What follows belongs to an exercise in optimizing a design on an open flow for small area, a short achievable clock period and few clock cycles per item; a production flow would make more cautious choices.
Function was checked by simulation only, so behaviour that the tests miss may differ from the original.
Power is estimated from default activity; no workload was simulated.

==> flow/design.v (outline; a module is shown in full before it is edited, if it fits) <==
// module fp32_mul: 82 lines
// module mul24_tree: 3274 lines
// module fp32_add: 111 lines
// module ks_add: 31 lines
// module lasp_filter_bank: 220 lines
module lasp_filter_bank (
    input  wire        clk,
    input  wire        rst,
    input  wire        cfg_we,
    input  wire [3:0]  cfg_addr,
    input  wire [31:0] cfg_data,
    output wire        cfg_ready,
    input  wire        in_valid,
    output wire        in_ready,
    input  wire [31:0] in_sample,
    output wire        out_valid,
    input  wire        out_ready,
    output wire [31:0] out_low,
    output wire [31:0] out_mid,
    output wire [31:0] out_high
);
  // ...
==> flow/flow/run.sh <==
#!/bin/bash
# Layout flow: the standard synthesis and ORFS layout, with the timing
# repair steps asked to keep a setup margin, so that they size and buffer
# the paths for a shorter achieved period. The clock, the constraints and
# every step of the flow are the standard ones.
set -euo pipefail
MARGIN=${MARGIN:-14}
bash standard.sh synth > synth.log 2>&1
bash standard.sh SETUP_SLACK_MARGIN=$MARGIN finish > layout.log 2>&1
==> flow/standard.sh <==
#!/bin/bash
# synth_recipe.tcl (not shown) runs the flow's synth.tcl, then flattens the netlist and writes it again
# the make line also repeats each setting of config.mk as NAME=value (left out here)
make -C /OpenROAD-flow-scripts/flow DESIGN_CONFIG=/design/flow/config.mk WORK_HOME=/design/flow/orfs CLKGATE_MAP_FILE= SYNTH_SCRIPT=/design/flow/synth_recipe.tcl "${@:-finish}"
==> flow/config.mk <==
export PLATFORM = sky130hd
export DESIGN_NAME = lasp_filter_bank
export DESIGN_NICKNAME = lasp_filter_bank
export VERILOG_FILES = /design/flow/design.v
export SDC_FILE = /design/flow/constraint.sdc
export NUM_CORES = 4
export LEC_CHECK = 0
export CAP_MARGIN = 20
export CORE_MARGIN = 2
export CORE_UTILIZATION = 40
export SLEW_MARGIN = 20
==> flow/constraint.sdc <==
create_clock -name core_clock -period 20.0 [get_ports {clk}]
set_input_delay 4.0000 -clock core_clock [delete_from_list [all_inputs] [get_ports {clk}]]
set_output_delay 4.0000 -clock core_clock [all_outputs]
set_load 0.01 [all_outputs]
==> reports/qor.yml, run 1 <==
status:
  outcome: "timing/DRC/antenna clean"
final_layout:
  final.fill_count: 51130
  seq_area_um2: 47250
  nNetsFinal: 27710
  clock_buffers: 310
  syn_to_final_growth_pct: 13.37
  most-common-layout-cells: "3,248 x inv_1, 2,424 x fa_1, 2,242 x nand2_1"
  top_area_cell_class: "multi-input combinational cells"
global_route:
  grt.busiest_layer: "met2"
hold_path:
  worstHoldEndpoint: "pd2[13]$_DFF_P_"
  whs_path_depth: 0
synth:
  synth.avg_cell_area_um2: 8.635
  synth.mux.area_fraction_pct: 5.235
  mappedNetlistArea_um2: 211900
  ys.flop_type: "dfxtp_1"
  synthSimpleGateAreaFrac_pct: 19.62
critical_path:
  critPathArrivalTime_ns: 7.04
  r2r_slack_ns: 13.84
  rr_worst_depth: 21
  regToRegEndpoint: "u_m0.y[1]$_SDFF_PP0_"
  crit_end: "u_m0.y[1]$_SDFF_PP0_"
  start_kind: "flop"
pwr:
  seqPwrFrac_pct: 27.8
  p_seq_mw: 5.78
  comb-power_mw: 10.4
  power_frac_comb_pct: 50.1
  power_leader: "combinational logic"
floorplan:
  die_w_um: 731.8
  fp.dieH_um: 731.8
sta:
  fin_crit_sh_pct: 30.82
  drv_slew: 0
  fin_setup_tns_ns: 0
  fin_worst_hold_slack_ns: 0.2876
clock_network:
  path_clk_slew_ns: 0.06
  cts_resized: 723
routing:
  route.met2.wl_um: 340500
  dr.pass1.iters: 6
placed_design:
  dpl.hpwl_um: 590600
Testbench counts, summed over its fixed seeds: cycles 4,944, items 800.
==> run 2: changes to the inputs <==
--- a/flow/flow/run.sh
+++ b/flow/flow/run.sh
@@ -6,3 +6,3 @@
 set -euo pipefail
-MARGIN=${MARGIN:-14}
+MARGIN=${MARGIN:-14.5}
 bash standard.sh synth > synth.log 2>&1
==> reports/qor.yml, run 2 <==
clock_network:
  clock_latency_ns: 1.03
  cts_max_path_buffers: 4
  cts_buffers: 232
  cts_root_buf: "clkbuf_16"
  path_clk_slew_ns: 0.08  # +0.02 ns
  ctsHoldBuffers: 0
  clock_sinks: 2158
  cts_tree: "done"
  htreeDepth: 4
floorplan:
  ios: 172
  die_area_um2: 535500
  core_um2: 528200
  die_w_um: 731.8  # unchanged
  fp.dieH_um: 731.8  # unchanged
  start_util_pct: 40.11
  core.rowCount: 267
routing:
  num_vias: 187400
  drt-initial-drc-count: 20880
  dr.pass1.iters: 7  # +1
  viasPerCell: 5.854
  ant_nets: 0
  drc_errors: 0
  wl_per_cell_um: 25.89
  routed_wirelength_um: 828700
global_route:
  grt_pass1_wl_um: 1205000
  antenna_found_initial: 66
  first_global_vias: 182000
  overflow: 0
  grt_max_degree: 127
  grt_use_total_pct: 29.46
critical_path:
  critPathArrivalTime_ns: 6.93  # -0.11 ns
  regToRegEndpoint: "u_m0.y[27]$_SDFF_PN0_"
  crit_start: "u_m0.r_s[1]$_DFF_P_"
  crit_fanout: 7
  crit_required_ns: 20.81
  rr_worst_depth: 26  # +24%
  critPathCaptureType: "flop"
  r2r_slack_ns: 13.88  # +0.05 ns
  r2r-start: "u_m0.r_s[1]$_DFF_P_"
  start_kind: "flop"
  crit_type: "reg2reg"
sta:
  fin_crit_ns: 6.119
  max_freq_mhz: 163.4
  drv_slew: 0  # unchanged
  fin_worst_skew_ns: 0.1369
  fin_setup_tns_ns: 0  # unchanged
  finalHoldViolCount: 0
  finalSetupViolCount: 0
  rsz0062_at_grt: "true"
  fin_crit_sh_pct: 30.60  # -0.23 points
  relSlewSlack_pct: 18.34
  tightestPinTransition_ns: 1.220
synth:
  synthTopCellsByCount: "3,264 x inv_1, 2,434 x fa_1, 2,277 x nand2_1"
  mappedNetlistArea_um2: 211900  # unchanged
  syn_inst: 24540
  synth_top_area_share_pct: 23.00
  synth.avg_cell_area_um2: 8.635  # unchanged
  yosys.area.top_type: "fa_1"
  synthArstFlopShare_pct: 0
  synth_edf_count: 393
  ys_seq_elements: 2158
  yosysUniqueCellTypes: 121
  syn_nets: 27810
  synth_most_common_cell: "inv_1"
  yosys_warnings: 13
  ys_seq_area_share_pct: 22.25
  ys.flop_type: "dfxtp_1"
  synthTopCellsByArea: "fa_1 23%, dfxtp_1 17%, inv_1 5.8%"
hold_path:
  worstHoldEndpoint: "cr0[0][19]$_DFF_P_"
  whs_path_depth: 0  # unchanged
  hold_path_startpoint: "cr1[0][19]$_DFF_P_"
  hold_path_class: "reg2reg"
pwr:
  worst_ir_drop_vdd_v: 0.00009500
  p_leak_nw: 108.2
  power_mw: 21.42
  pwr_density_cell_nw_per_um2: 86.66
flow_run:
  max-cap-violations: 0
final_layout:
  syn_to_final_growth_pct: 16.68
  nNetsFinal: 28060  # +1.3%
  final.fill_count: 50270  # -1.7%
  top_regs: "cr0 (165), cr1 (165), cr2 (165)"
  layout_commonest_cell: "inv_1"
  drive_above_1_share_pct: 15.10
  most-common-layout-cells: "3,174 x inv_1, 2,336 x fa_1, 2,234 x nand2_1"
placed_design:
  gp_congestion: 1.006
  dpl.hpwl_um: 585000  # -0.94%
  port_buffers: 171
status:
  outcome: "timing/DRC/antenna clean"
run 2: changes by cell type in the layout (fill, tap and decap cells not counted), sizes merged, moves of 2 or more:
cell           delta
clkdlybuf4s50    -75
buf             +416
clkbuf            +2
diode            -17
clkinvlp          +8
inv              -15
bufbuf           +25
dlygate4sd2      -19
dlymetal6s2s      -5
run 2: kinds of logic (layout without fill, tap and decap cells):
logic type | Yosys count | count (layout) | synth area share (%)
flip-flops | 2158 | 2158 | 22.25
adder cells (fa/ha/maj) | 3196 | 3196 | 27.50
other | 0 | 29 | 0
multiplexers | 929 | 929 | 5.235
buffers and inverters | 4734 | 5158 | 8.436
AO/OA/AOI/OAI | 4403 | 4411 | 13.53
AND/OR/NAND/NOR | 8289 | 8308 | 19.62
XOR/XNOR | 827 | 828 | 3.426
run 2: cell type report:
| cell class | instances | area, um^2 | area share (%) |
|---|---|---|---|
| Timing Repair inverter | 3 | 20.02 | 0.008098 |
| Tap cell | 6994 | 8751 | 3.540 |
| Clock buffer | 301 | 6476 | 2.620 |
| Clock inverter | 128 | 1585 | 0.6413 |
| Multi-Input combinational cell | 17670 | 155900 | 63.07 |
| Inverter | 3283 | 12450 | 5.035 |
| Timing Repair Buffer | 1443 | 14590 | 5.903 |
| Sequential cell | 2158 | 47350 | 19.15 |
| Antenna cell | 29 | 72.57 | 0.02935 |
run 2: power breakdown:
| part | switching, mW | internal, mW | total [mW] | leakage (nW) |
|---|---|---|---|---|
| Clock | 1.98 | 2.60 | 4.59 | 3.91 |
| Combinational | 6.98 | 4.01 | 11.0 | 86.3 |
| Sequential | 0.872 | 4.98 | 5.85 | 18.0 |
| Total | 9.83 | 11.6 | 21.4 | 108 |
run 2: per-stage QoR:
step	util (%)	std cells	instance area (um^2)	hold slack, ns	worst slack [ns]
2_1_floorplan	-	24540	213000	0.3096	14.23
3_3_place_gp	41.99	30700	221800	0.3095	12.84
3_5_place_dp	42.00	30700	221800	0.3121	12.74
4_1_cts	45.53	31650	240500	0.2771	13.83
5_1_grt	46.80	31990	247200	0.2896	13.66
6_report	46.81	32010	247200	0.2852	13.88
run 2: worst max-delay path, stage by stage, from the launching register on:
cell and delay [ns]:
dfxtp_2 0.33, ha_4 0.16, fa_2 0.37, a211oi_2 0.21
o21a_2 0.21, o21ai_4 0.07, a2111o_1 0.43, and4_4 0.20
o31a_1 0.32, or3_4 0.41, nand2_2 0.18, a221o_1 0.21
nor3b_1 0.23, a211oi_2 0.09, or4_4 0.53, and2_4 0.18
and3_4 0.17, buf_6 0.11, buf_6 0.11, nor3_4 0.22
buf_12 0.17, nor2_4 0.04, ha_4 0.16, fa_2 0.40
nand3_2 0.09, xor2_1 0.18, o21ai_1 0.13
run 2: how the worst max path moves through the flow:
stage / to / slack, ns / cells past startpoint
global placement: u_m2.y[5]$_SDFF_PP0_ / 12.84 / 20
detailed placement: u_m2.y[5]$_SDFF_PP0_ / 12.74 / 19
floorplan: u_m3.y[31]$_SDFF_PP1_ / 14.23 / 28
CTS: u_m0.y[11]$_SDFF_PP0_ / 13.83 / 21
global route: u_m0.y[27]$_SDFF_PN0_ / 13.66 / 25
finish: u_m0.y[27]$_SDFF_PN0_ / 13.88 / 26
run 2: per-layer routing:
layer	GRT usage [%]	vias to the layer above	wire length [um]
li1	-	82300	-
met1	40.27	93260	340600
met2	44.45	9906	354200
met3	6.895	1883	88430
met4	12.91	28	45330
met5	0	-	186
run 2: repair_timing:
action / 4_1_cts / 5_1_grt
resized for setup: 1787 / 869
cloned: 74 / 33
buffers inserted: 444 / 300
pin swaps: 439 / 507
endpoints found under the setup margin: 780 / 529
hold endpoints to repair: 0 / 0

-- static timing again, ports no longer ideal --
In the flow no input, the clock included, has a driving cell. The finished layouts below were timed again as built, in two steps. Step 1: set_driving_cell puts a clkbuf_16 on clk and a buf_2 on each other input, an assumption about the parent block. Step 2 adds t to the input delays and takes it off the output delays; t is the mean of the earliest and latest rising clock arrival at the registers after step 1. Input paths then give back, and output paths get back, about the clock's delay inside the block. a / b / c = no drivers / after step 1 / after step 2; a / b = the first two.
run | t, ns | slack for setup (ns) | worst setup path at the end
run 1 | 1.083 | 13.835 / 13.835 / 13.835 | register to register
run 2 | 1.101 | 13.881 / 13.881 / 13.881 | register to register
After both steps setup and hold are still met in every run listed.
